What follows belongs to an exercise in optimizing a design on an open flow for small area, a short achievable clock period and few clock cycles per item; a production flow would make more cautious choices.
Where RTL was checked, it was by simulation tests only, not by an equivalence proof against the original.
Function not checked in runs 1 and 2: the RTL went through the layout flow alone.
No activity file was given, so power comes from the tool's default toggle rates.

==> flow/design.v <==
module spu_adpcm_decoder (
    input  wire         clk,
    input  wire         rst,           
    input  wire         in_valid,
    output wire         in_ready,
    input  wire [4:0]   in_voice,      
    input  wire [127:0] in_block,      
    output wire         out_valid,
    input  wire         out_ready,
    output wire [15:0]  out_sample,    
    output wire [4:0]   out_voice,
    output wire [4:0]   out_index,     
    output wire [2:0]   out_flags      
);
    localparam NV = 24;
    localparam W  = 23;                
    localparam AW = 29;                
    localparam HW = 2 * W;             
    reg [NV*HW-1:0] ring;              
    reg [4:0]       pos;               
    reg             sweep;             
    wire [4:0]      pos_n = (pos == NV - 1) ? 5'd0 : pos + 5'd1;
    reg [HW-1:0]    pnd;               
    reg [4:0]       pnd_voice;
    reg             pnd_v;
    reg [HW-1:0]    fet;               
    reg             fet_v;
    wire            wb_hit  = pnd_v && (pos == pnd_voice);
    wire [HW-1:0]   head_in = sweep ? {HW{1'b0}} : (wb_hit ? pnd : ring[HW-1:0]);
    always @(posedge clk)
        ring <= {head_in, ring[NV*HW-1:HW]};
    always @(posedge clk) begin
        if (rst) begin
            pos   <= NV - 1;
            sweep <= 1'b1;
        end else begin
            pos <= pos_n;
            if (pos == NV - 2) sweep <= 1'b0;
        end
    end
    reg [111:0] b_nib;
    reg [3:0]   b_shift;
    reg [3:0]   b_filt;               
    reg [2:0]   b_flags;
    reg [4:0]   b_voice;
    reg         bfull;                
    reg         in_ready_r;
    wire in_fire = in_valid && in_ready_r;
    wire [2:0] in_f = in_block[6:4];
    wire [3:0] in_filt = {in_f[2], in_f == 3'd3, in_f == 3'd2, in_f == 3'd1};
    reg         cw;                    
    reg [4:0]   cidx;                  
    reg [15:0]  craw;                  
    reg [3:0]   cn2;                   
    reg [3:0]   cshift;
    reg [3:0]   cf;                    
    reg [2:0]   cflags;
    reg [4:0]   curv;                  
    reg         curv_v;
    reg [W-1:0] l0;                    
    reg         out_v;
    reg [W-1:0] out_pred;
    reg [4:0]   out_voice_r;
    reg [4:0]   out_index_r;
    reg [2:0]   out_flags_r;
    reg        nsr;
    reg        swp;
    wire       emit   = !cw && (!out_v || out_ready);
    wire       start  = nsr && (cw || emit);
    wire       swap   = start && swp;
    wire       adv    = start || (emit && cidx != 5'd27);
    wire [4:0]  ridx   = cidx + 5'd2;
    wire [3:0]  b_next = b_nib[ridx*4 +: 4];
    reg  fhit;
    function [2*AW-1:0] csa;
        input [AW-1:0] a, b, c;
        begin
            csa[AW-1:0]    = a ^ b ^ c;
            csa[2*AW-1:AW] = ((a & b) | (a & c) | (b & c)) << 1;
        end
    endfunction
    reg  [AW-1:0] q;
    wire [AW-1:0] x0 = {{(AW-W){l0[W-1]}}, l0};
    wire f1 = cf[0], f2 = cf[1], f3 = cf[2], f4 = cf[3];
    wire [AW-1:0] rA = ({AW{f1}} & (x0 << 6)) | ({AW{f2 | f3 | f4}} & (x0 << 7));
    wire [AW-1:0] rB = ({AW{f1 | f4}} & ~(x0 << 2)) | ({AW{f2}} & ~(x0 << 3)) | ({AW{f3}} & ~(x0 << 5));
    wire [AW-1:0] rC = ({AW{f2}} & ~(x0 << 2)) | ({AW{f3}} & (x0 << 1)) | ({AW{f4}} & ~(x0 << 1));
    wire [AW-1:0] rD = {AW{f2}} & ~x0;
    wire [2*AW-1:0] s1 = csa(rA, rB, rC);
    wire [2*AW-1:0] s2 = csa(s1[AW-1:0], s1[2*AW-1:AW], rD);
    wire [2*AW-1:0] s3 = csa(s2[AW-1:0], s2[2*AW-1:AW], q);
    wire [AW-1:0]   ax = s3[AW-1:0];
    wire [AW-1:0]   ay = s3[2*AW-1:AW];
    wire [AW-1:0] acc = ax + ay;
    wire          neg = acc[AW-1];
    wire [AW-1:0] rR  = {{(AW-22){craw[15]}}, craw, 6'd0};
    wire [2*AW-1:0] t0s = csa(ax, ay, rR);
    wire [2*AW-1:0] t1s = csa(ax, ay, rR | 63);
    wire [AW-1:0] t0 = t0s[AW-1:0] + t0s[2*AW-1:AW];
    wire [AW-1:0] t1 = t1s[AW-1:0] + t1s[2*AW-1:AW];
    wire [W-1:0]  pred = neg ? t1[W+5:6] : t0[W+5:6];
    wire [W-1:0]  qv  = swp ? fet[HW-1:W] : l0;
    wire [3:0]    qf  = nsr ? b_filt : cf;
    wire [AW-1:0] x1  = {{(AW-W){qv[W-1]}}, qv};
    wire g1 = qf[0], g2 = qf[1], g3 = qf[2], g4 = qf[3];
    wire [AW-1:0] rE = {AW{g2 | g3 | g4}} & ~(x1 << 6);
    wire [AW-1:0] rF = ({AW{g2 | g3}} & (x1 << 3)) | ({AW{g4}} & (x1 << 2));
    wire [AW-1:0] rG = ({AW{g2}} & (x1 << 2)) | ({AW{g3}} & x1);
    wire [AW-1:0] rK = 32 + (g1 ? 1 : 0) + (g2 ? 4 : 0) + (g3 ? 2 : 0) + (g4 ? 3 : 0);
    wire [2*AW-1:0] u1 = csa(rE, rF, rG);
    wire [2*AW-1:0] u2 = csa(u1[AW-1:0], u1[2*AW-1:AW], rK);
    wire [AW-1:0] q_n = u2[AW-1:0] + u2[2*AW-1:AW];
    function [15:0] rawof;
        input [3:0] n;
        input [3:0] sh;
        begin
            rawof = $signed({n, 12'd0}) >>> sh;
        end
    endfunction
    always @(posedge clk) begin
        if (start) begin
            cidx   <= 5'd0;
            craw   <= rawof(b_nib[3:0], b_shift);
            cn2    <= b_nib[7:4];
            cshift <= b_shift;
            cf     <= b_filt;
            cflags <= b_flags;
            curv   <= b_voice;
        end else if (emit && cidx != 5'd27) begin
            cidx <= cidx + 5'd1;
            craw <= rawof(cn2, cshift);
            cn2  <= b_next;
        end
        if (adv) begin
            l0 <= swp ? fet[W-1:0] : pred;
            q  <= q_n;
        end
        if (swap && curv_v) begin
            pnd       <= {l0, pred};
            pnd_voice <= curv;
        end
        if (fhit)
            fet <= head_in;
        if (emit) begin
            out_pred    <= pred;
            out_voice_r <= curv;
            out_index_r <= cidx;
            out_flags_r <= cflags;
        end
        if (in_ready_r) begin
            b_nib   <= in_block[127:16];
            b_shift <= in_block[3:0];
            b_filt  <= in_filt;
            b_flags <= in_block[10:8];
            b_voice <= in_voice;
        end
    end
    wire bfull_n  = bfull ? !start : in_fire;
    wire cw_n     = start ? 1'b0 : (emit && cidx == 5'd27) ? 1'b1 : cw;
    wire [4:0] cidx_n = start ? 5'd0 : (emit && cidx != 5'd27) ? cidx + 5'd1 : cidx;
    wire curv_v_n = curv_v || start;
    wire [4:0] curv_n = start ? b_voice : curv;
    wire fet_v_n  = swap ? 1'b0 : (fet_v || fhit);
    always @(posedge clk) begin
        if (rst) begin
            bfull      <= 1'b0;
            cw         <= 1'b1;
            curv_v     <= 1'b0;
            fet_v      <= 1'b0;
            fhit       <= 1'b0;
            nsr        <= 1'b0;
            swp        <= 1'b0;
            pnd_v      <= 1'b0;
            out_v      <= 1'b0;
            in_ready_r <= 1'b0;
        end else begin
            bfull  <= bfull_n;
            cw     <= cw_n;
            curv_v <= curv_v_n;
            fet_v  <= fet_v_n;
            nsr    <= bfull_n && (cw_n || cidx_n == 5'd27);
            swp    <= bfull_n && (cw_n || cidx_n == 5'd27) &&
                      !(curv_v_n && (bfull ? b_voice : in_voice) == curv_n);
            fhit   <= in_valid && !in_fire && !bfull_n && !fet_v_n &&
                      !(curv_v_n && in_voice == curv_n) && (pos_n == in_voice);
            if (swap && curv_v)
                pnd_v <= 1'b1;
            else if (wb_hit && !sweep)
                pnd_v <= 1'b0;
            if (emit)
                out_v <= 1'b1;
            else if (out_ready)
                out_v <= 1'b0;
            in_ready_r <= in_valid && !in_fire && !bfull_n &&
                          (cw_n || cidx_n == 5'd26 || cidx_n == 5'd27) &&
                          ((curv_v_n && in_voice == curv_n) || fet_v_n);
        end
    end
    wire in_range = (out_pred[W-1:15] == {(W-15){1'b0}}) || (out_pred[W-1:15] == {(W-15){1'b1}});
    assign in_ready   = in_ready_r;
    assign out_valid  = out_v;
    assign out_sample = in_range ? out_pred[15:0] : (out_pred[W-1] ? 16'h8000 : 16'h7fff);
    assign out_voice  = out_voice_r;
    assign out_index  = out_index_r;
    assign out_flags  = out_flags_r;
endmodule
==> flow/flow/run.sh <==
#!/bin/bash
# Standard ORFS layout; timing repair aims for a setup slack of 9 ns on
# the design's own constraints (the period is unchanged).
set -euo pipefail
export SETUP_SLACK_MARGIN=9
bash standard.sh > flow_standard.log 2>&1
==> flow/standard.sh <==
#!/bin/bash
# synth_recipe.tcl (not shown) runs the flow's synth.tcl, then flattens the netlist and writes it again
# the make line also repeats each setting of config.mk as NAME=value (left out here)
make -C /OpenROAD-flow-scripts/flow DESIGN_CONFIG=/design/flow/config.mk WORK_HOME=/design/flow/orfs CLKGATE_MAP_FILE= SYNTH_SCRIPT=/design/flow/synth_recipe.tcl "${@:-finish}"
==> flow/config.mk <==
export PLATFORM = sky130hd
export DESIGN_NAME = spu_adpcm_decoder
export DESIGN_NICKNAME = spu_adpcm_decoder
export VERILOG_FILES = /design/flow/design.v
export SDC_FILE = /design/flow/constraint.sdc
export NUM_CORES = 4
export LEC_CHECK = 0
export CAP_MARGIN = 20
export CORE_MARGIN = 2
export CORE_UTILIZATION = 40
export SLEW_MARGIN = 20
==> flow/constraint.sdc <==
create_clock -name core_clock -period 14.5 [get_ports {clk}]
set_input_delay 2.9000 -clock core_clock [delete_from_list [all_inputs] [get_ports {clk}]]
set_output_delay 2.9000 -clock core_clock [all_outputs]
set_load 0.01 [all_outputs]
==> results_dict.tcl, run 1 <==
set metrics [dict create \
    numCtsBuffers 140 \
    synth_top_family_by_area "adder cells" \
    first_pass_iters 5 \
    overflow 0 \
    htree_num_levels 4 \
    r2r_cells 25 \
    die_width_um 341 \
    drv_cap 0 \
    required_ns 14.99 \
    finalWeightedCongestion 0.855 \
    cts_tree "done" \
    grt_max_degree 79 \
    tightest_slew_ns 0.986 \
    yosys.area_share.simple_pct 5.04 \
    routedWlPerCell_um 17.2 \
    nets 3852 \
    synth_edf_count 344 \
    total_power_mw 8.55 \
    root_buffer "clkbuf_16" \
    maxSlewHeadroom_pct 34.3 \
    avgSynthCellArea_um2 14.4 \
    syn2layout_area_growth_pct 21.0 \
    core_mm2 0.113 \
    synthAdderAreaFrac_pct 9.30 \
    drt-initial-drc-count 1422 \
    via_per_inst 4.63 \
    fmax_mhz 160 \
    synth_seq_cells 1474 \
    grt_first_pass_wirelength_um 136000 \
    grt_usage_pct 15.1 \
    critical_path.endpoint_type "flop" \
    grt_pass1_vias 23970 \
    synth_compound_area_share_pct 5.81 \
    cp.arrival_ns 6.74 \
    r2r_start "cf[3]$_DFFE_PP_" \
    setup_viol 0 \
    worst_hold_startpoint "ring[292]$_DFF_P_" \
    synthArstFlopShare_pct 0 \
    p_leak_nw 21.4 \
    fin_crit_ns 6.25 \
    clock_path_buffers 3 \
    slew_viol_final 0 \
    muxShareOfSynthArea_pct 3.24 \
    status "complete, no violations" \
    clock-sinks 1474 \
    irDropWorstVdd_mv 0.120 \
    postRouteAntennaNets 0 \
    dr_total_vias 23474 \
    hold_buffers 0 \
    ys_seq_area_share_pct 72.4 \
    ioPinCount 168 \
    synth_flop_cell "dfxtp_1" \
    tns_ns 0 \
    rr_endpoint "l0[19]$_DFFE_PP_" \
    hp-class "reg -> reg" \
    drt_drc_violations_left 0 \
    hold_violations 0 \
    rsz0062_at_grt "yes" \
    crit_type "reg -> reg" \
    start_util_pct 40.4 \
    num_rows 123 \
    die_area_mm2 0.116 \
    path_max_fanout 6 \
    syn-num-nets 3565 \
    power.density_mw_per_mm2 155 \
    hold_depth 0 \
    start_kind "flop" \
    drive_gt1_share_pct 15.4 \
    synth.cell_area_mm2 0.0455 \
    yosysUniqueCellTypes 68 \
    yosys_warnings 1 \
    timing.final.crit_share_pct 43.1 \
    antenna_found_initial 4 \
    portBuffers 161 \
    synth-xor-area-share_pct 1.44 \
    hold-path-endpoint "ring[246]$_DFF_P_" \
    clk_pin_slew_ns 0.06 \
    dp_hpwl_um 56900 \
    wirelength_um 87500 \
    r2r_slack_ns 8.25 \
    skew_ns 0.0247 \
    netlist_instances 3167 \
    clock_latency_ns 0.75 \
    die_h_um 341 \
]
## through the flow
stage	cell area [µm²]	setup WS (ns)	util, %	hold slack [ns]	cells
after detailed placement	49000	7.70	43.5	0.312	4754
after CTS	54600	8.27	48.4	0.307	5046
after global routing	55100	8.06	48.9	0.315	5070
final	55100	8.25	48.9	0.308	5073
after global placement	49000	7.67	43.5	0.310	4754
after floorplan	45700	8.89	-	0.310	3167
## state kept, by name, indices dropped and copies added (netlist names), 5 cells and up
register     flops
pnd             46
out_index_r      5
l0              23
pnd_voice        5
craw            16
fet             46
b_nib          112
out_voice_r      5
cidx             5
q               29
out_pred        23
b_voice          5
curv             5
pos              5
ring          1104
## critical path, cell delays in order, from the launching register on
cell and delay, ns:
edfxtp_1 0.44, buf_12 0.17, or3_4 0.43, buf_8 0.15
a22o_1 0.22, fa_2 0.56, ha_4 0.21, xnor2_2 0.13
fa_1 0.50, inv_2 0.06, ha_4 0.26, nand4_1 0.18
nor3_4 0.24, buf_4 0.15, buf_4 0.10, o2111ai_2 0.13
nand4_1 0.18, buf_4 0.14, o21ai_2 0.07, a211o_4 0.41
a41oi_4 0.17, buf_4 0.18, a211oi_4 0.07, or3_4 0.40
xor2_2 0.16, mux2_4 0.28
## layer usage
metal | track usage, % | wire, µm | part of all wire, % | up-vias
li1 | - | - | - | 11316
met1 | 20.4 | 40200 | 46 | 11407
met2 | 23.7 | 40000 | 46 | 597
met3 | 3.41 | 4710 | 5.4 | 154
met4 | 6.04 | 2650 | 3.0 | 0
met5 | 0 | 0 | 0 | -
## area by class of cell
| class | count | area, µm² |
|---|---|---|
| antenna | 6 | 15.0 |
| clock buffer | 198 | 4060 |
| clock inverter | 57 | 691 |
| fill | 9697 | 57600 |
| inverter | 230 | 877 |
| multi-input combinational | 1362 | 12200 |
| sequential | 1474 | 33000 |
| tap | 1500 | 1880 |
| timing repair buffer | 245 | 2390 |
| timing repair inverter | 1 | 5.00 |
## power by group
part	internal, mW	switching, mW	total, mW
clock	2.10	1.54	3.64
sequential	4.25	0.0216	4.27
combinational	0.303	0.341	0.644
## layout by cell type (no fill, tap or decap), types with 14 or more instances in the layout
cell type,Yosys,layout
clkinv_2,0,18
o21ai_0,70,64
mux2_2,21,21
nand2_1,205,201
nand4_1,16,16
o22ai_1,42,42
ha_1,132,122
nand3_1,26,24
o21a_1,19,18
inv_1,229,218
nor2b_1,45,45
a21o_1,34,33
mux4_2,32,32
nor3_1,31,21
nor2_2,0,14
mux2i_1,50,50
a211oi_2,1,15
a21oi_1,123,113
nor2_1,134,108
fa_1,129,124
edfxtp_1,344,344
clkdlybuf4s50_1,0,146
clkbuf_8,0,21
buf_4,0,65
dfxtp_1,1130,1125
xor2_1,25,19
clkbuf_1,85,30
clkbuf_16,0,148
xnor2_1,50,40
## synth_stat cells (3+ instances only)
library cell	instances	share of area [%]
dfxtp_1	1130	50
edfxtp_1	344	23
inv_1	229	1.9
nand2_1	205	1.7
nor2_1	134	1.1
ha_1	132	3.6
fa_1	129	5.7
a21oi_1	123	1.4
clkbuf_1	85	0.70
o21ai_0	70	0.77
mux2i_1	50	1.1
xnor2_1	50	0.96
nor2b_1	45	0.62
o22ai_1	42	0.58
a21o_1	34	0.56
mux4_2	32	1.6
nor3_1	31	0.34
a211oi_1	28	0.46
nand3_1	26	0.29
xor2_1	25	0.48
a22oi_1	24	0.40
mux2_2	21	0.52
o21a_1	19	0.31
nand4_1	16	0.22
buf_1	14	0.12
nand2b_1	13	0.18
a31oi_1	10	0.14
or2_2	8	0.11
a221oi_1	7	0.13
and2_1	7	0.096
o221ai_1	7	0.13
o221a_2	6	0.15
o31ai_1	6	0.099
and3_1	4	0.055
nand3b_1	4	0.066
o211ai_1	4	0.066
a211o_1	3	0.058
nand4b_1	3	0.058
nor3b_1	3	0.049
o21ai_1	3	0.033
o21bai_1	3	0.049
or3_1	3	0.041
## cell families (layout without fill, tap and decap cells)
kind of cell | after synthesis | count (layout)
flip-flops | 1474 | 1474
AND/OR/NAND/NOR | 509 | 510
AO/OA/AOI/OAI | 412 | 412
buffers and inverters | 332 | 731
adder cells (fa/ha/maj) | 261 | 261
multiplexers | 104 | 104
XOR/XNOR | 75 | 75
other | 0 | 6
## worst max path at each step
stage | from | endpoint | slack [ns] | cells past startpoint
after floorplan | cf[2]$_DFFE_PP_ | l0[19]$_DFFE_PP_ | 8.89 | 23
after global placement | cf[2]$_DFFE_PP_ | q[28]$_DFFE_PP_ | 7.67 | 23
after detailed placement | cf[2]$_DFFE_PP_ | q[28]$_DFFE_PP_ | 7.70 | 23
after CTS | cf[2]$_DFFE_PP_ | l0[19]$_DFFE_PP_ | 8.27 | 20
after global routing | cf[3]$_DFFE_PP_ | l0[15]$_DFFE_PP_ | 8.06 | 24
final | cf[3]$_DFFE_PP_ | l0[19]$_DFFE_PP_ | 8.25 | 25
## what timing repair did
action                                  4_1_cts  5_1_grt
hold endpoints to repair                      0        0
endpoints found under the setup margin      104       91
cloned                                        4        2
resized for setup                           144       88
setup buffers                                33       19
pin swaps                                    47       50
==> inputs of run 2 (changes only) <==
==> flow/flow/run.sh (replaced) <==
#!/bin/bash
# Standard ORFS layout; timing repair aims for a setup slack of 10 ns on
# the design's own constraints (the period is unchanged).
set -euo pipefail
export SETUP_SLACK_MARGIN=10
bash standard.sh > flow_standard.log 2>&1
==> run 2 against run 1 <==
Still clean; synthesized area did not move; synthesized cell count unchanged; die area stayed put; routed wire length up 1.5%; worst hold slack worse by 0.030 ns; critical path type unchanged; largest cell class unchanged; largest power group unchanged.
==> results_dict.tcl, run 2 <==
set metrics [dict create \
    reg.largest.list "ring (1104), b_nib (112)" \
    tns_ns 0 \
    dp_cells 4746 \
    via_per_inst 4.64 \
    critPathTopFamily "compound AO/OA/AOI/OAI gates" \
    avgSynthCellArea_um2 14.4 \
    cell_internal_pwr_mw 6.70 \
    synthArstFlopShare_pct 0 \
    rsz0062_at_grt "yes" \
    clock-sinks 1474 \
    synth_edf_count 344 \
    root_buffer "clkbuf_16" \
    first_pass_iters 5 \
    ys_seq_area_share_pct 72.4 \
    netlist_instances 3167 \
    pwr-share-clk_pct 42.1 \
    syn2layout_area_growth_pct 25.1 \
    synth_area_leaders "dfxtp_1, edfxtp_1, fa_1" \
    synth_flop_cell "dfxtp_1" \
    timing.final.crit_share_pct 44.0 \
    muxShareOfSynthArea_pct 3.24 \
    drv_cap 0 \
    htree_num_levels 4 \
    cts_tree "done" \
    cp_slowest_cell "fa_1" \
    seq_area_mm2 0.0330 \
    die_width_um 341 \
    nets 3929 \
    antenna_found_initial 3 \
    synth_seq_cells 1474 \
    required_ns 15.00 \
    wirelength_um 88800 \
    drt-initial-drc-count 1376 \
    drt_drc_violations_left 0 \
    grt_first_pass_wirelength_um 138000 \
    crit_top_cell "buf_4" \
    yosys.area_share.simple_pct 5.04 \
    status "complete, no violations" \
    hp-class "reg -> reg" \
    total_power_mw 8.67 \
    grt_usage_pct 15.3 \
    synth.cell_area_mm2 0.0455 \
    stdcell_count 5151 \
    sw_frac_of_total_pct 22.7 \
    syn-num-nets 3565 \
    cp.depth 26 \
    fin_crit_ns 6.37 \
    yosys_warnings 1 \
    crit_type "reg -> reg" \
    tightest_slew_ns 1.08 \
    hold_violations 0 \
    grt_pass1_vias 24471 \
    routedWlPerCell_um 17.2 \
    hold_buffers 0 \
    r2r_cells 26 \
    synth_top_family_by_area "adder cells" \
    grt_max_degree 73 \
    synth_commonest_cells "dfxtp_1, edfxtp_1, inv_1" \
    p_leak_nw 22.0 \
    ioPinCount 168 \
    die_area_mm2 0.116 \
    regMostFlops "ring" \
    num_rows 123 \
    yosysUniqueCellTypes 68 \
    clk_pin_slew_ns 0.06 \
    p_sw_mw 1.97 \
    hold_depth 0 \
    synth.top_cell.area_share_pct 49.7 \
    combPwrFrac_pct 8.6 \
    finalWeightedCongestion 0.826 \
    largest_reg_flops 1104 \
    dp_hpwl_um 55400 \
    clock_latency_ns 0.74 \
    yosysMostFrequentCell "dfxtp_1" \
    slowest_delay_ns 0.51 \
    slew_viol_final 0 \
    synthAdderAreaFrac_pct 9.30 \
    portBuffers 161 \
    critical_path.endpoint_type "flop" \
    dr_total_vias 23899 \
    postRouteAntennaNets 0 \
    multiInputGateArea_mm2 0.0131 \
    synth-xor-area-share_pct 1.44 \
    synth_compound_area_share_pct 5.81 \
    skew_ns 0.0538 \
    numCtsBuffers 143 \
    fmax_mhz 157 \
    most-common-layout-cells "dfxtp_1, edfxtp_1, inv_1" \
    overflow 0 \
    power.density_mw_per_mm2 152 \
    path_max_fanout 14 \
    yosysTopAreaCell "dfxtp_1" \
    drive_gt1_share_pct 20.0 \
    setup_viol 0 \
    maxSlewHeadroom_pct 28.2 \
    die_h_um 341 \
    final_common_cell "dfxtp_1" \
    fillers 9530 \
    pwr-share-seq_pct 49.2 \
    core_mm2 0.113 \
    cp.arrival_ns 6.88 \
    crit_buf_inv 7 \
    clock_path_buffers 3 \
    start_util_pct 40.4 \
    start_kind "flop" \
    irDropWorstVdd_mv 0.122 \
]
==> run 2: cell types whose count changed in the layout (fill, tap and decap cells not counted), sizes merged, moves of 2 or more <==
cell and delta:
buf +80, clkdlybuf4s50 -16, dlygate4sd2 +8, clkinv +5, diode -3, bufbuf +2, bufinv -2, clkinvlp +2
inv -2
==> run 2: layout make-up <==
class,instances,share of cell area (%)
inverters,230,1.59
repair inverters,3,0.0418
flip-flops and latches,1474,57.9
well taps,1500,3.30
multi-input cells,1365,22.9
repair buffers,314,5.74
clock buffers,204,7.23
clock inverters,58,1.23
diodes,3,0.0132
==> run 2: cell families after synthesis <==
group                    Yosys count
adder cells (fa/ha/maj)          261
AO/OA/AOI/OAI                    412
flip-flops                      1474
XOR/XNOR                          75
AND/OR/NAND/NOR                  509
buffers and inverters            332
multiplexers                     104
==> run 2: routing by layer <==
layer	global-route usage, %	vias to the layer above	share of wire (%)	wire (µm)
met3	3.63	182	5.4	4810
met4	6.53	0	3.7	3310
met1	19.9	11652	45	39800
met5	0	-	0	0
met2	24.4	614	46	40800
li1	-	11451	-	-
==> run 2: power groups by stage <==
stage / sequential [mW] / combinational (mW) / clock [mW]
final: 4.27 / 0.748 / 3.65
after global routing: 4.27 / 0.813 / 3.92
after CTS: 4.27 / 0.705 / 3.76
after detailed placement: 4.36 / 0.587 / 0
after global placement: 4.36 / 0.586 / 0
after floorplan: 4.35 / 0.410 / 0
==> run 2: through the flow <==
stage	cell area, µm²	utilization (%)	setup WS (ns)	hold WS (ns)
after floorplan	45900	-	8.89	0.310
after global placement	49000	43.5	7.58	0.310
after detailed placement	49000	43.5	7.62	0.312
after CTS	55800	49.5	8.13	0.278
after global routing	56900	50.5	7.98	0.280
final	56900	50.5	8.13	0.278
==> run 2: repair_timing <==
action | in CTS | in global routing
gates cloned | 11 | 2
gates resized for setup | 329 | 156
setup buffers | 86 | 41
pin swaps | 76 | 75
setup endpoints to repair | 192 | 104
==> run 2: worst paths after layout <==
kind | start | end | slack [ns]
max | cf[3]$_DFFE_PP_ | l0[16]$_DFFE_PP_ | 8.13
min | ring[161]$_DFF_P_ | ring[115]$_DFF_P_ | 0.28
max reg2reg | cf[3]$_DFFE_PP_ | l0[16]$_DFFE_PP_ | 8.13
min reg2reg | ring[161]$_DFF_P_ | ring[115]$_DFF_P_ | 0.28
==> inputs of run 3 (changes only) <==
--- a/flow/design.v
+++ b/flow/design.v
@@ -50,7 +50,7 @@
     wire [3:0] in_filt = {in_f[2], in_f == 3'd3, in_f == 3'd2, in_f == 3'd1};
     reg         cw;                    
     reg [4:0]   cidx;                  
-    reg [15:0]  craw;                  
+    reg [3:0]   cn;                    
     reg [3:0]   cn2;                   
     reg [3:0]   cshift;
     reg [3:0]   cf;                    
@@ -93,7 +93,8 @@
     wire [AW-1:0]   ay = s3[2*AW-1:AW];
     wire [AW-1:0] acc = ax + ay;
     wire          neg = acc[AW-1];
-    wire [AW-1:0] rR  = {{(AW-22){craw[15]}}, craw, 6'd0};
+    wire [15:0]   raw = $signed({cn, 12'd0}) >>> cshift;
+    wire [AW-1:0] rR  = {{(AW-22){raw[15]}}, raw, 6'd0};
     wire [2*AW-1:0] t0s = csa(ax, ay, rR);
     wire [2*AW-1:0] t1s = csa(ax, ay, rR | 63);
     wire [AW-1:0] t0 = t0s[AW-1:0] + t0s[2*AW-1:AW];
@@ -110,17 +111,10 @@
     wire [2*AW-1:0] u1 = csa(rE, rF, rG);
     wire [2*AW-1:0] u2 = csa(u1[AW-1:0], u1[2*AW-1:AW], rK);
     wire [AW-1:0] q_n = u2[AW-1:0] + u2[2*AW-1:AW];
-    function [15:0] rawof;
-        input [3:0] n;
-        input [3:0] sh;
-        begin
-            rawof = $signed({n, 12'd0}) >>> sh;
-        end
-    endfunction
     always @(posedge clk) begin
         if (start) begin
             cidx   <= 5'd0;
-            craw   <= rawof(b_nib[3:0], b_shift);
+            cn     <= b_nib[3:0];
             cn2    <= b_nib[7:4];
             cshift <= b_shift;
             cf     <= b_filt;
@@ -128,7 +122,7 @@
             curv   <= b_voice;
         end else if (emit && cidx != 5'd27) begin
             cidx <= cidx + 5'd1;
-            craw <= rawof(cn2, cshift);
+            cn   <= cn2;
             cn2  <= b_next;
         end
         if (adv) begin
==> flow/flow/run.sh (replaced) <==
#!/bin/bash
# Standard ORFS layout; timing repair aims for a setup slack of 9 ns on
# the design's own constraints (the period is unchanged).
set -euo pipefail
export SETUP_SLACK_MARGIN=9
bash standard.sh > flow_standard.log 2>&1
==> run 3 against run 2 <==
Design area down 4.8%; flip-flop and latch count is 12 lower; sequential share of layout area increased by 2.3 points; synthesized area decreased by 2.2%; count of clock-buffer cells in the layout shrank 11; clock power is 6.0% lower; largest power group unchanged.
==> results_dict.tcl, run 3 <==
set metrics [dict create \
    most-common-layout-cells "dfxtp_1, edfxtp_1, nand2_1" \
    fin_crit_ns 6.22 \
    dp_hpwl_um 52400 \
    setup_viol 0 \
    grt_max_degree 72 \
    crit_type "reg -> reg" \
    power.density_mw_per_mm2 154 \
    rsz0062_at_grt "yes" \
    netlist_instances 2983 \
    avgSynthCellArea_um2 14.9 \
    drt_drc_violations_left 0 \
    first_pass_iters 5 \
    clock-sinks 1462 \
    stdcell_area_mm2 0.0542 \
    final_common_cell "dfxtp_1" \
    htree_num_levels 4 \
    synth_edf_count 332 \
    gr-usage-met1_pct 20.0 \
    p_leak_nw 21.1 \
    cp.arrival_ns 6.66 \
    tightest_slew_ns 0.938 \
    required_ns 14.94 \
    numCtsBuffers 132 \
    dr_total_vias 22518 \
    die_width_um 338 \
    placed_area_mm2 0.0480 \
    synth_area_leaders "dfxtp_1, edfxtp_1, fa_1" \
    maxSlewHeadroom_pct 35.7 \
    yosysTopAreaCell "dfxtp_1" \
    r2r_cells 23 \
    core_mm2 0.111 \
    use_met2_pct 22.1 \
    slew_viol_final 0 \
    grtUsageMet3_pct 4.00 \
    status "complete, no violations" \
    reg.largest.list "ring (1104), b_nib (112)" \
    grt.busiest_layer "met2" \
    fmax_mhz 161 \
    postRouteAntennaNets 0 \
    grt_usage_pct 14.6 \
    synth.top_cell.area_share_pct 50.8 \
    clk_pin_slew_ns 0.07 \
    hold_violations 0 \
    synth_commonest_cells "dfxtp_1, edfxtp_1, nand2_1" \
    timing.final.crit_share_pct 42.9 \
    irDropWorstVdd_mv 0.104 \
    drt-initial-drc-count 1369 \
    die_area_mm2 0.114 \
    grt_first_pass_wirelength_um 127000 \
    skew_ns 0.0321 \
    synthArstFlopShare_pct 0 \
    wirelength_um 81400 \
    drv_cap 0 \
    synth.cell_area_mm2 0.0445 \
    root_buffer "clkbuf_16" \
    finalWeightedCongestion 0.831 \
    yosys_warnings 1 \
    num_rows 122 \
    syn-num-nets 3381 \
    multiInputGateArea_mm2 0.0119 \
    critical_path.endpoint_type "flop" \
    grt_pass1_vias 22824 \
    overflow 0 \
    yosysMostFrequentCell "dfxtp_1" \
    seq_area_mm2 0.0326 \
    die_h_um 338 \
    synth_flop_cell "dfxtp_1" \
    nets 3705 \
    clock_path_buffers 3 \
    routedWlPerCell_um 16.6 \
    via_per_inst 4.60 \
    portBuffers 161 \
    yosysUniqueCellTypes 75 \
    start_util_pct 40.3 \
    ioPinCount 168 \
    hp-class "reg -> reg" \
    tns_ns 0 \
    cts_tree "done" \
    fillers 9520 \
    hold_buffers 0 \
    antenna_found_initial 5 \
    path_max_fanout 6 \
    largest_reg_flops 1104 \
    drive_gt1_share_pct 16.6 \
    synth_seq_cells 1462 \
    syn2layout_area_growth_pct 21.7 \
    hold_depth 0 \
    clock_latency_ns 0.72 \
    regMostFlops "ring" \
    whs_ns 0.301 \
    ys_seq_area_share_pct 73.2 \
    start_kind "flop" \
]
[run 3: changes by cell type after synthesis, sizes merged, moves of 14 or more]
cell | before | now
inv | 229 | 181
clkbuf | 85 | 69
nor3 | 31 | 8
nor2b | 45 | 31
a211oi | 29 | 7
nor2 | 134 | 90
[run 3: final cells by class]
cell class | instances | area share, %
Sequential cell | 1462 | 60.2
Clock buffer | 193 | 7.26
Inverter | 181 | 1.27
Tap cell | 1488 | 3.44
Multi-Input combinational cell | 1260 | 22.0
Clock inverter | 44 | 0.850
Timing Repair Buffer | 270 | 4.99
Antenna cell | 1 | 0.00462
[run 3: through the flow]
stage                     util (%)  setup WS (ns)  power, mW  std cells
final                         49.0           8.28       8.34       4899
after CTS                     48.5           8.32       8.40       4871
after floorplan                  -           8.74       4.70       2983
after global routing          49.0           8.07       8.68       4898
after global placement        43.4           7.49       4.87       4577
after detailed placement      43.4           7.48       4.87       4578
[run 3: worst max-delay path, stage by stage (launching register included)]
cell and delay [ns]:
edfxtp_1 0.45, buf_12 0.16, or3_4 0.41, bufbuf_16 0.30, a22oi_2 0.14, fa_1 0.46
fa_1 0.39, inv_1 0.09, fa_2 0.45, ha_1 0.21, a21o_1 0.16, a221o_1 0.36
a221oi_4 0.39, o21ai_4 0.12, buf_4 0.16, o21ai_4 0.21, a21oi_2 0.10, o41a_4 0.52
buf_4 0.16, buf_6 0.11, nor2b_4 0.11, nor2_2 0.06, xnor2_2 0.15, mux2_2 0.28
[run 3: cell families after synthesis]
| group | after synthesis | share of synthesized area, % |
|---|---|---|
| muxes | 104 | 3.31 |
| and+or+nand+nor | 425 | 4.39 |
| buffers and inverters | 262 | 2.24 |
| DFF | 1462 | 73.2 |
| adders and majority gates | 261 | 9.51 |
| xor gates and xnor gates | 80 | 1.59 |
| AOI/OAI and AO/OA | 389 | 5.76 |
[run 3: repair_timing]
| action | CTS | global route |
|---|---|---|
| cloned | 8 | 1 |
| setup endpoints to repair | 104 | 92 |
| buffers inserted | 48 | 26 |
| endpoints found under the hold margin | 0 | 0 |
| gates resized for setup | 154 | 115 |
| pin swaps | 34 | 49 |
[run 3: final timing paths]
path                                           to              start  slack (ns)
worst max-delay path              l0[6]$_DFFE_PP_    cf[3]$_DFFE_PP_        8.28
worst min-delay path            ring[570]$_DFF_P_  ring[616]$_DFF_P_        0.30
worst max register to register    l0[6]$_DFFE_PP_    cf[3]$_DFFE_PP_        8.28
worst min register to register  ring[570]$_DFF_P_  ring[616]$_DFF_P_        0.30
[run 3: metal layers]
layer  routed length [µm]  up-vias  share of wire [%]
li1                     -    10853                  -
met3                 5310      165                6.5
met1                37600    10937                 46
met2                36000      555                 44
met4                 2450        8                3.0
met5                   47        -              0.058
[run 3: where the power goes]
part	switching (mW)	total (mW)	internal, mW
sequential	0.0211	4.23	4.21
clock	1.47	3.43	1.95
combinational	0.335	0.682	0.347
Testbench counts of run 3, summed over its fixed seeds: cycles 35,880, blocks 1,280.
==> inputs of run 4 (changes only) <==
==> flow/flow/run.sh (replaced) <==
#!/bin/bash
# Standard ORFS layout with: timing repair aiming for 9 ns of setup slack on
# the design's own constraints (the period is unchanged), the smallest
# buffer on the ports, and no dummy loads in the clock tree.
set -euo pipefail
export SETUP_SLACK_MARGIN=9
export BUFFER_PORTS_ARGS="-buffer_cell sky130_fd_sc_hd__buf_1"
export CTS_ARGS="-sink_clustering_enable -repair_clock_nets -dont_use_dummy_load"
bash standard.sh > flow_standard.log 2>&1
==> run 4 against run 3 <==
Clock power decreased by 16%; synthesized cell count unchanged; non-clock buffer count up 10; synthesized area unchanged; sequential power hardly changed.
==> results_dict.tcl, run 4 <==
set metrics [dict create \
    dp_hpwl_um 51800 \
    synth_seq_cells 1462 \
    cell_internal_pwr_mw 6.15 \
    portBuffers 161 \
    syn2layout_area_growth_pct 16.9 \
    irDropWorstVdd_mv 0.0993 \
    die_width_um 338 \
    routedWlPerCell_um 16.9 \
    numCtsBuffers 132 \
    clock_latency_ns 0.72 \
    die_area_mm2 0.114 \
    ioPinCount 168 \
    synthArstFlopShare_pct 0 \
    cp.arrival_ns 6.67 \
    first_pass_iters 5 \
    via_per_inst 4.66 \
    grt_first_pass_wirelength_um 125000 \
    synth.cell_area_mm2 0.0445 \
    final_common_cell "dfxtp_1" \
    hp-class "reg -> reg" \
    syn-num-nets 3381 \
    power.density_mw_per_mm2 149 \
    ys_seq_area_share_pct 73.2 \
    n_antenna_cell 0 \
    grt.busiest_layer "met2" \
    clock-sinks 1462 \
    pwr-share-seq_pct 54.3 \
    gr-usage-met1_pct 19.9 \
    crit_type "reg -> reg" \
    path_max_fanout 6 \
    p_sw_mw 1.63 \
    tns_ns 0 \
    slew_viol_final 0 \
    dp_cells 4578 \
    yosys_warnings 1 \
    htree_num_levels 4 \
    sw_frac_of_total_pct 21.0 \
    pwr-share-clk_pct 36.9 \
    drt_drc_violations_left 0 \
    rsz0062_at_grt "yes" \
    largest_reg_flops 1104 \
    timing.final.crit_share_pct 43.2 \
    skew_ns 0.0796 \
    root_buffer "clkbuf_16" \
    yosysTopAreaCell "dfxtp_1" \
    p_leak_nw 20.1 \
    required_ns 14.91 \
    status "complete, no violations" \
    die_h_um 338 \
    num_rows 122 \
    wirelength_um 81200 \
    synth_edf_count 332 \
    grt_max_degree 78 \
    antenna_found_initial 2 \
    regMostFlops "ring" \
    grt_pass1_vias 22343 \
    synth_area_leaders "dfxtp_1, edfxtp_1, fa_1" \
    fmax_mhz 160 \
    setup_viol 0 \
    start_kind "flop" \
    hold_violations 0 \
    fin_crit_ns 6.26 \
    critical_path.endpoint_type "flop" \
    yosysMostFrequentCell "dfxtp_1" \
    dr_total_vias 22385 \
    finalWeightedCongestion 0.832 \
    start_util_pct 40.3 \
    combPwrFrac_pct 8.8 \
    most-common-layout-cells "dfxtp_1, edfxtp_1, nand2_1" \
    overflow 0 \
    grtUsageMet3_pct 3.34 \
    nets 3715 \
    netlist_instances 2983 \
    yosysUniqueCellTypes 75 \
    synth.top_cell.area_share_pct 50.8 \
    grt_usage_pct 14.4 \
    synth_commonest_cells "dfxtp_1, edfxtp_1, nand2_1" \
    core_mm2 0.111 \
    tightest_slew_ns 0.979 \
    postRouteAntennaNets 0 \
    reg.largest.list "ring (1104), b_nib (112)" \
    use_met2_pct 21.9 \
    drive_gt1_share_pct 14.0 \
    drt-initial-drc-count 1356 \
    drv_cap 0 \
    clock_path_buffers 3 \
    avgSynthCellArea_um2 14.9 \
    clk_pin_slew_ns 0.06 \
    maxSlewHeadroom_pct 34.3 \
    cts_tree "done" \
    synth_flop_cell "dfxtp_1" \
    stdcell_count 4803 \
]
run 4: metrics by stage:
| stage | worst slack [ns] | util, % | power [mW] | hold slack, ns | instance area, µm² |
|---|---|---|---|---|---|
| finish | 8.24 | 47.1 | 7.78 | 0.279 | 52100 |
| detailed placement | 7.31 | 42.5 | 4.85 | 0.312 | 47000 |
| global route | 8.11 | 47.1 | 8.10 | 0.268 | 52100 |
| global placement | 7.30 | 42.5 | 4.85 | 0.310 | 47000 |
| floorplan | 8.74 | - | 4.70 | 0.310 | 44600 |
| CTS | 8.33 | 46.6 | 7.85 | 0.271 | 51500 |
run 4: worst paths after layout:
path                                    startpoint                  to  slack (ns)  cells after the start
worst max-delay path               cf[1]$_DFFE_PP_    l0[17]$_DFFE_PP_        8.24                     20
worst max register to register     cf[1]$_DFFE_PP_    l0[17]$_DFFE_PP_        8.24                     20
worst min register to register  ring[1077]$_DFF_P_  ring[1031]$_DFF_P_        0.28                      0
worst min-delay path            ring[1077]$_DFF_P_  ring[1031]$_DFF_P_        0.28                      0
run 4: cells by family (layout without fill, tap and decap cells):
logic type,count (synthesis),after routing,synth area share (%)
AOI/OAI and AO/OA,389,389,5.76
xor gates and xnor gates,80,80,1.59
DFF,1462,1462,73.2
adders and majority gates,261,261,9.51
muxes,104,104,3.31
buffers and inverters,262,594,2.24
and+or+nand+nor,425,425,4.39
run 4: area by class of cell:
type / instances / area [µm²]
fill: 9745 / 58500
sequential: 1462 / 32600
multi-input combinational: 1259 / 11800
clock buffer: 132 / 3300
tap: 1488 / 1860
timing repair buffer: 280 / 1840
inverter: 181 / 689
timing repair inverter: 1 / 7.51
run 4: what timing repair did:
action	CTS	global route
endpoints found under the setup margin	106	84
buffers inserted	51	30
pin swaps	44	28
cloned	7	5
endpoints found under the hold margin	0	0
gates resized for setup	148	54
hold buffers	0	0
run 4: metal layers:
| metal | wire [µm] | vias up | part of all wire, % |
|---|---|---|---|
| li1 | - | 10755 | - |
| met1 | 38000 | 10908 | 47 |
| met2 | 36000 | 574 | 44 |
| met3 | 4820 | 148 | 5.9 |
| met4 | 2410 | 0 | 3.0 |
| met5 | 0 | - | 0 |
run 4: power groups by stage:
| stage | Combinational [mW] | Sequential (mW) | Clock [mW] |
|---|---|---|---|
| floorplan | 0.391 | 4.31 | 0 |
| global placement | 0.532 | 4.31 | 0 |
| detailed placement | 0.534 | 4.31 | 0 |
| CTS | 0.652 | 4.23 | 2.97 |
| global route | 0.747 | 4.22 | 3.13 |
| finish | 0.683 | 4.23 | 2.87 |
run 4: worst max-delay path, stage by stage (launching register included):
cell	delay, ns
edfxtp_1	0.43
buf_12	0.17
or3_4	0.43
buf_12	0.17
a22oi_2	0.14
fa_1	0.47
fa_1	0.46
fa_1	0.53
inv_1	0.06
ha_1	0.30
and2_4	0.14
a221o_1	0.33
a221oi_4	0.37
o21ai_2	0.13
or3_4	0.39
and3_4	0.20
o41a_4	0.40
o211a_4	0.26
o21ai_4	0.18
xor2_4	0.14
mux2_2	0.28
==> inputs of run 5 (changes only) <==
==> flow/flow/run.sh (replaced) <==
#!/bin/bash
# Standard ORFS layout (the standard.sh) with: timing repair aiming for
# 9 ns of setup slack on the design's own constraints (the clock period is
# unchanged), the smallest buffer on the ports, and a clock tree without
# dummy loads. make's full output goes to flow_standard.log here; each
# tool's own log is under orfs/logs.
set -euo pipefail
export SETUP_SLACK_MARGIN=9
export BUFFER_PORTS_ARGS="-buffer_cell sky130_fd_sc_hd__buf_1"
export CTS_ARGS="-sink_clustering_enable -repair_clock_nets -dont_use_dummy_load -sink_clustering_size 22 -sink_clustering_max_diameter 80 -buf_list sky130_fd_sc_hd__clkbuf_16"
bash standard.sh > flow_standard.log 2>&1
==> run 5 against run 4 <==
Non-clock buffer count decreased by 2; worst hold slack lost 0.019 ns; highest routed layer unchanged; critical path depth down 1; clock power down 26%; combinational power down 2%; power down 9.9%; via count down 1.5%; still clean; critical path type unchanged; cell count decreased by 1.1%.
==> results_dict.tcl, run 5 <==
set metrics [dict create \
    layout_setup_ws_ns 8.29 \
    wirelength_um 79800 \
    antenna_found_initial 2 \
    num_rows 122 \
    preCtsSetupSlack_ns 7.31 \
    sw_frac_of_total_pct 21.5 \
    synth_area_leaders "dfxtp_1, edfxtp_1, fa_1" \
    synthArstFlopShare_pct 0 \
    start_kind "flop" \
    drt-initial-drc-count 1239 \
    stdcell_area_mm2 0.0508 \
    crit_type "reg -> reg" \
    regMostFlops "ring" \
    critical_path.endpoint_type "flop" \
    synth_commonest_cells "dfxtp_1, edfxtp_1, nand2_1" \
    power.density_mw_per_mm2 138 \
    cp.arrival_ns 6.56 \
    drive_gt1_share_pct 13.0 \
    grt_usage_pct 14.0 \
    core_mm2 0.111 \
    synth_compound_area_share_pct 5.76 \
    pwr-share-clk_pct 30.3 \
    pwr-share-seq_pct 60.2 \
    clk_pin_slew_ns 0.09 \
    start_util_pct 40.3 \
    tns_ns 0 \
    dr_total_vias 22059 \
    path_max_fanout 5 \
    final_common_cell "dfxtp_1" \
    drv_cap 0 \
    synth_flop_cell "dfxtp_1" \
    yosysTopAreaCell "dfxtp_1" \
    root_buffer "clkbuf_16" \
    synthAdderAreaFrac_pct 9.51 \
    largest_reg_flops 1104 \
    p_sw_mw 1.50 \
    synth-xor-area-share_pct 1.59 \
    most-common-layout-cells "dfxtp_1, edfxtp_1, nand2_1" \
    p_leak_nw 19.4 \
    status "complete, no violations" \
    yosysMostFrequentCell "dfxtp_1" \
    synth_edf_count 332 \
    irDropWorstVdd_mv 0.0982 \
    clock_latency_ns 0.65 \
    cts_tree "done" \
    synth_seq_cells 1462 \
    maxSlewHeadroom_pct 31.4 \
    grt_max_degree 78 \
    portBuffers 161 \
    die_h_um 338 \
    nets 3660 \
    fillers 9889 \
    yosys.area_share.simple_pct 4.39 \
    hold_violations 0 \
    netlist_instances 2983 \
    syn2layout_area_growth_pct 14.2 \
    postRouteAntennaNets 0 \
    hold_buffers 0 \
    synth.cell_area_mm2 0.0445 \
    fmax_mhz 161 \
    die_area_mm2 0.114 \
    dp_hpwl_um 51800 \
    timing.final.crit_share_pct 42.9 \
    setup_viol 0 \
    hp-class "reg -> reg" \
    ioPinCount 168 \
    synth_top_family_by_area "adder cells" \
    muxShareOfSynthArea_pct 3.31 \
    overflow 0 \
    ys_seq_area_share_pct 73.2 \
    slew_viol_final 0 \
    htree_num_levels 3 \
    n_antenna_cell 0 \
    numCtsBuffers 79 \
    placed_area_mm2 0.0470 \
    grt_pass1_vias 21714 \
    avgSynthCellArea_um2 14.9 \
    combPwrFrac_pct 9.5 \
    grt_first_pass_wirelength_um 123000 \
    skew_ns 0.0806 \
    first_pass_iters 5 \
    die_width_um 338 \
    clock_path_buffers 3 \
    syn-num-nets 3381 \
    cell_internal_pwr_mw 5.50 \
    via_per_inst 4.65 \
    fin_crit_ns 6.21 \
    reg.largest.list "ring (1104), b_nib (112)" \
    routedWlPerCell_um 16.8 \
    finalWeightedCongestion 0.832 \
    clock-sinks 1462 \
    synth.top_cell.area_share_pct 50.8 \
    tightest_slew_ns 1.02 \
    drt_drc_violations_left 0 \
    yosysUniqueCellTypes 75 \
    rsz0062_at_grt "yes" \
    yosys_warnings 1 \
    required_ns 14.85 \
]
==> run 5: path summary, 6_finish.rpt <==
path | start | endpoint | slack [ns] | cells past startpoint
max | cf[2]$_DFFE_PP_ | l0[17]$_DFFE_PP_ | 8.29 | 19
min | ring[171]$_DFF_P_ | ring[125]$_DFF_P_ | 0.26 | 0
max reg2reg | cf[2]$_DFFE_PP_ | l0[17]$_DFFE_PP_ | 8.29 | 19
min reg2reg | ring[171]$_DFF_P_ | ring[125]$_DFF_P_ | 0.26 | 0
==> run 5: metrics by stage <==
| stage | instances | utilization [%] | power, mW | hold slack [ns] |
|---|---|---|---|---|
| 2_1_floorplan | 2983 | - | 4.70 | 0.310 |
| 3_3_place_gp | 4578 | 42.5 | 4.85 | 0.310 |
| 3_5_place_dp | 4578 | 42.5 | 4.85 | 0.312 |
| 4_1_cts | 4712 | 45.4 | 7.06 | 0.258 |
| 5_1_grt | 4748 | 46.0 | 7.30 | 0.264 |
| 6_report | 4748 | 46.0 | 7.01 | 0.260 |
==> run 5: worst max-delay path, cell delays in order, from the launching register on <==
cell      delay (ns)
edfxtp_1        0.52
or3_4           0.50
buf_12          0.17
a22oi_2         0.14
fa_1            0.47
fa_1            0.46
fa_1            0.53
inv_1           0.06
ha_1            0.30
and2_4          0.14
a221o_1         0.33
a221oi_4        0.37
o21ai_2         0.13
or3_4           0.39
and3_4          0.20
o41a_4          0.39
o211a_4         0.26
o21ai_4         0.17
xor2_4          0.14
mux2_2          0.28
==> run 5: cell type report <==
class | count | area [µm²] | share of cell area [%]
clock buffer | 79 | 1980 | 3.89
timing repair buffer | 278 | 1840 | 3.62
timing repair inverter | 1 | 7.51 | 0.0148
multi-input combinational | 1259 | 11800 | 23.3
tap | 1488 | 1860 | 3.66
sequential | 1462 | 32600 | 64.1
inverter | 181 | 689 | 1.36
==> run 5: power by group through the flow <==
stage,Sequential [mW],Clock (mW),Combinational (mW)
2_1_floorplan,4.31,0,0.391
3_3_place_gp,4.31,0,0.532
3_5_place_dp,4.31,0,0.534
4_1_cts,4.22,2.20,0.635
5_1_grt,4.22,2.35,0.733
6_report,4.22,2.12,0.667
==> run 5: metal layers <==
metal	vias up	wire [µm]	track usage [%]
li1	10632	-	-
met1	10750	37600	19.9
met2	540	34900	21.3
met3	137	4780	2.82
met4	0	2510	4.74
met5	-	0	0
==> run 5: cell families after synthesis <==
group                    Yosys count
flip-flops                      1462
AND/OR/NAND/NOR                  425
AO/OA/AOI/OAI                    389
buffers and inverters            262
adder cells (fa/ha/maj)          261
multiplexers                     104
XOR/XNOR                          80
==> run 5: repair_timing <==
item / CTS / global route
pin swaps: 36 / 37
buffers inserted: 49 / 32
endpoints found under the hold margin: 0 / 0
resized for setup: 144 / 68
endpoints found under the setup margin: 106 / 86
cloned: 6 / 4

[separate check: timing with driven ports]
In the flow no input, the clock included, has a driving cell. The finished layouts below were timed again as built, in two steps.
Step 1 sets driving cells, clkbuf_16 on the clock port and buf_2 on the other inputs (assumed; they add their load-dependent delay and slew).
Step 2 adds t to the input delays and takes it off the output delays; t is the mean of the earliest and latest rising clock arrival at the registers after step 1. Input paths then give back, and output paths get back, about the clock's delay inside the block.
Three values: ideal, step 1, step 2; two values: the first two.
run	shift t [ns]	slack for setup (ns)	latest minus earliest clock arrival (ns)	cell pins on the clock port's net
run 1	0.805	8.255 / 8.255 / 8.255	0.031 / 0.031	1
run 2	0.795	8.126 / 8.126 / 8.126	0.073 / 0.073	1
run 3	0.780	8.281 / 8.281 / 8.281	0.033 / 0.032	1
run 4	0.757	8.237 / 8.237 / 8.237	0.080 / 0.080	1
run 5	0.686	8.286 / 8.286 / 8.286	0.081 / 0.082	1
After both steps setup and hold are still met in every run listed.
